This is an optimization exercise on Yosys and OpenROAD, whose aim is small area, a short achievable clock period and few clock cycles per item, not a production implementation. In this exercise RTL edits were held to simulation tests only and were not proved equivalent to the original.

== run A ==
==> flow/design.v (excerpt) <==
module htv_amdem (
    input  wire        clk,
    input  wire        rst,
    input  wire        in_valid,
    output wire        in_ready,
    input  wire [31:0] in_i,
    input  wire [31:0] in_q,
    output wire        out_valid,
    input  wire        out_ready,
    output reg  [31:0] out_mag
);
Size in the first run: ~8,000 cells after synthesis, ~100 I/O pins, about 65,000 um^2 of cells after synthesis.
Settings: LEC_CHECK=0, ABC_AREA=1, CAP_MARGIN=20, CORE_MARGIN=2, CORE_UTILIZATION=60, SLEW_MARGIN=20; clock period 20.0 ns.
standard.sh (not shown) runs the stock make flow with config.mk's settings and CLKGATE_MAP_FILE= SYNTH_SCRIPT=/design/flow/synth_recipe.tcl, a recipe that flattens the netlist after the stock synthesis.
==> flow/flow/run.sh <==
#!/bin/bash
# Standard layout (the standard.sh: standard synthesis and ORFS flow),
# with the timing repair asked to leave a setup margin, so that it works on
# paths well inside the 20 ns clock period.  The SDC is the standard flow's, unchanged.
set -euo pipefail
bash standard.sh SETUP_SLACK_MARGIN=14.5 finish > standard_flow.log 2>&1
Testbench counts of run A, summed over its fixed seeds: cycles 3,320, samples 3,200.
#### Input delta (run B over run A)
# run A
export LEC_CHECK = 0
export ABC_AREA = 1
export CAP_MARGIN = 20
export CORE_MARGIN = 2
export CORE_UTILIZATION = 60
export SLEW_MARGIN = 20
create_clock -name core_clock -period 20.0 [get_ports {clk}]
# run B
export LEC_CHECK = 0
export ABC_AREA = 1
export CAP_MARGIN = 20
export CORE_MARGIN = 2
export CORE_UTILIZATION = 65
export SLEW_MARGIN = 20
create_clock -name core_clock -period 20.0 [get_ports {clk}]
Compared with run A, run B shows a lower first-pass GRT wire length. Total detailed-routing wirelength on run B is down relative to run A. From run A to run B the numbers moved as follows: final area down about 0.6%, initial core utilization has increased. Going from run A to run B, final critical delay including setup and external delays grows by 35 ps. From run B to run A, count of pins on the block boundary did not move at all.
The inputs of run C differ from those of run B as listed below.
# run B
export LEC_CHECK = 0
export ABC_AREA = 1
export CAP_MARGIN = 20
export CORE_MARGIN = 2
export CORE_UTILIZATION = 65
export SLEW_MARGIN = 20
create_clock -name core_clock -period 20.0 [get_ports {clk}]
# run C
export LEC_CHECK = 0
export ABC_AREA = 1
export CAP_MARGIN = 20
export CORE_MARGIN = 2
export CORE_UTILIZATION = 75
export SLEW_MARGIN = 20
create_clock -name core_clock -period 20.0 [get_ports {clk}]
Findings:
- Run C is listed as incomplete: the tool reported an error in 5_1_grt and the run ended there.
- From run B to run C the numbers moved as follows: number of buffers inserted during clock tree synthesis lower, placement row count went down about 7%, setup slack at placement rose by 480 ps, post-DP HPWL rose 8100 um.
The inputs of run D differ from those of run C as listed below.
# run C
export LEC_CHECK = 0
export ABC_AREA = 1
export CAP_MARGIN = 20
export CORE_MARGIN = 2
export CORE_UTILIZATION = 75
export SLEW_MARGIN = 20
create_clock -name core_clock -period 20.0 [get_ports {clk}]
# run D
export LEC_CHECK = 0
export ABC_AREA = 1
export CAP_MARGIN = 10
export CORE_MARGIN = 2
export CORE_UTILIZATION = 65
export SLEW_MARGIN = 10
create_clock -name core_clock -period 20.0 [get_ports {clk}]
Notes after the runs:
Run D: no failed stages, no open violations at the end
As far as number of sinks handled by clock tree synthesis goes, run C and run D are indistinguishable; the numbers are identical.
Comparing instance area at placement for run D and run C, the bigger number came from run D.
| number of buffers added for setup after CTS | higher: run C |
Pre-CTS worst setup slack: run D and run C compared, lower one is run D

========
Setup of v38:
Starting RTL as in the previous note.
## htv_amdem
module htv_amdem (
    input  wire        clk,
    input  wire        rst,
    input  wire        in_valid,
    output wire        in_ready,
    input  wire [31:0] in_i,
    input  wire [31:0] in_q,
    output wire        out_valid,
    input  wire        out_ready,
    output reg  [31:0] out_mag
);
==> flow/config.mk <==
export PLATFORM = sky130hd
export DESIGN_NAME = htv_amdem
export DESIGN_NICKNAME = htv_amdem
export VERILOG_FILES = /design/flow/design.v
export SDC_FILE = /design/flow/constraint.sdc
export NUM_CORES = 4
export LEC_CHECK = 0
export ABC_AREA = 1
export CAP_MARGIN = 20
export CORE_MARGIN = 2
export CORE_UTILIZATION = 65
export CTS_BUF_LIST = sky130_fd_sc_hd__clkbuf_8
export SLEW_MARGIN = 20
==> flow/constraint.sdc <==
create_clock -name core_clock -period 20.0 [get_ports {clk}]
set_input_delay 4.0000 -clock core_clock [delete_from_list [all_inputs] [get_ports {clk}]]
set_output_delay 4.0000 -clock core_clock [all_outputs]
set_load 0.01 [all_outputs]
Scripts as last shown in full above: flow/flow/run.sh
Testbench counts of v38, summed over its fixed seeds: cycles 3,320, samples 3,200.
--- input diff v38..v23 ---
Settings: GPL_TIMING_DRIVEN newly set to 0.
[summary]
Number of sequential cells in the layout came out exactly the same in v38 and v23.
Result: PASS for each of v38 and v23
Delta (v23 minus v38): total clock buffers created by CTS saw a decrease.
## Diff of input files: v52 against v23
Settings: CTS_BUF_LIST no longer set, was sky130_fd_sc_hd__clkbuf_8; GPL_TIMING_DRIVEN no longer set, was 0; CORE_UTILIZATION now 55, was 65.
--- a/flow/flow/run.sh
+++ b/flow/flow/run.sh
@@ -5,2 +5,2 @@
 set -euo pipefail
-bash standard.sh SETUP_SLACK_MARGIN=14.5 finish > standard_flow.log 2>&1
+bash standard.sh SETUP_SLACK_MARGIN=15 finish > standard_flow.log 2>&1
- Compared with v23, v52 shows a higher combined area of the multi-input logic cells.
- v52 vs. v23: routing usage on met2 shrank by 10 points; full die area up about 18%; complex-gate fraction of the synthesized area has remained practically unchanged; count of clock-net buffers in the final layout decreased by about 16% relative to the old numbers.
- Compared with v23, v52 shows a register share of the cell area that is 3.0 points lower.
- On wire length of the first global-routing pass, v52 does worse than v23.
- v52 vs v23, destination of the critical timing path: g_cs.sr[27] vs g_sqn.pir[22]
- For v52, the highest routing layer actually used was met5, unlike v23, where it was met4.
- Relative to v23, overall global routing resource usage has gone down in v52.
diff inputs: v52 => v9
Settings: changing CORE_UTILIZATION from 55 to 70.
--- a/flow/flow/run.sh
+++ b/flow/flow/run.sh
@@ -5,2 +5,2 @@
 set -euo pipefail
-bash standard.sh SETUP_SLACK_MARGIN=15 finish > standard_flow.log 2>&1
+bash standard.sh SETUP_SLACK_MARGIN=14 finish > standard_flow.log 2>&1
Findings:
Higher total length of routed met3 wires was reported by v52, not v9.
On v9: worst path setup slack after routing is 460 ps lower than what v52 gave.
Summary — sum of routed wire length over all layers, v9 relative to v52: lower, by 30000 um.

==> separate check: timing with driven ports <==
Ports are ideal in the flow. The routed layouts listed here were re-timed in OpenROAD. Step 1, drivers: a clkbuf_16 drives clk and a buf_2 each remaining input, both assumed. Step 2 times the ports against the registers' clock, not the clock port: input delays grow and output delays shrink by t, the midpoint of the rising clock arrivals with the driver on. Slacks: no drivers / after step 1 / after step 2; pairs: no drivers / after step 1.
run	t, ns	setup WS [ns]	hold slack, ns	pins driven straight from the clock port
run A	0.734	14.603 / 14.576 / 14.543	0.403 / 0.403 / 0.403	1
run B	0.731	14.568 / 14.532 / 14.505	0.400 / 0.400 / 0.400	1
run D	0.727	14.456 / 14.456 / 14.456	0.414 / 0.414 / 0.414	1
v38	0.870	14.545 / 14.500 / 14.538	0.367 / 0.367 / 0.367	1
v23	0.889	14.521 / 14.480 / 14.513	0.380 / 0.380 / 0.380	1
v52	0.769	14.605 / 14.605 / 14.495	0.409 / 0.409 / 0.409	1
v9	0.738	14.142 / 14.142 / 14.142	0.415 / 0.415 / 0.415	1
After both steps setup and hold are still met in every run listed. For v52, which loses most, drivers alone change the setup slack by 0.000 ns; drivers and shift together by -0.110 ns.
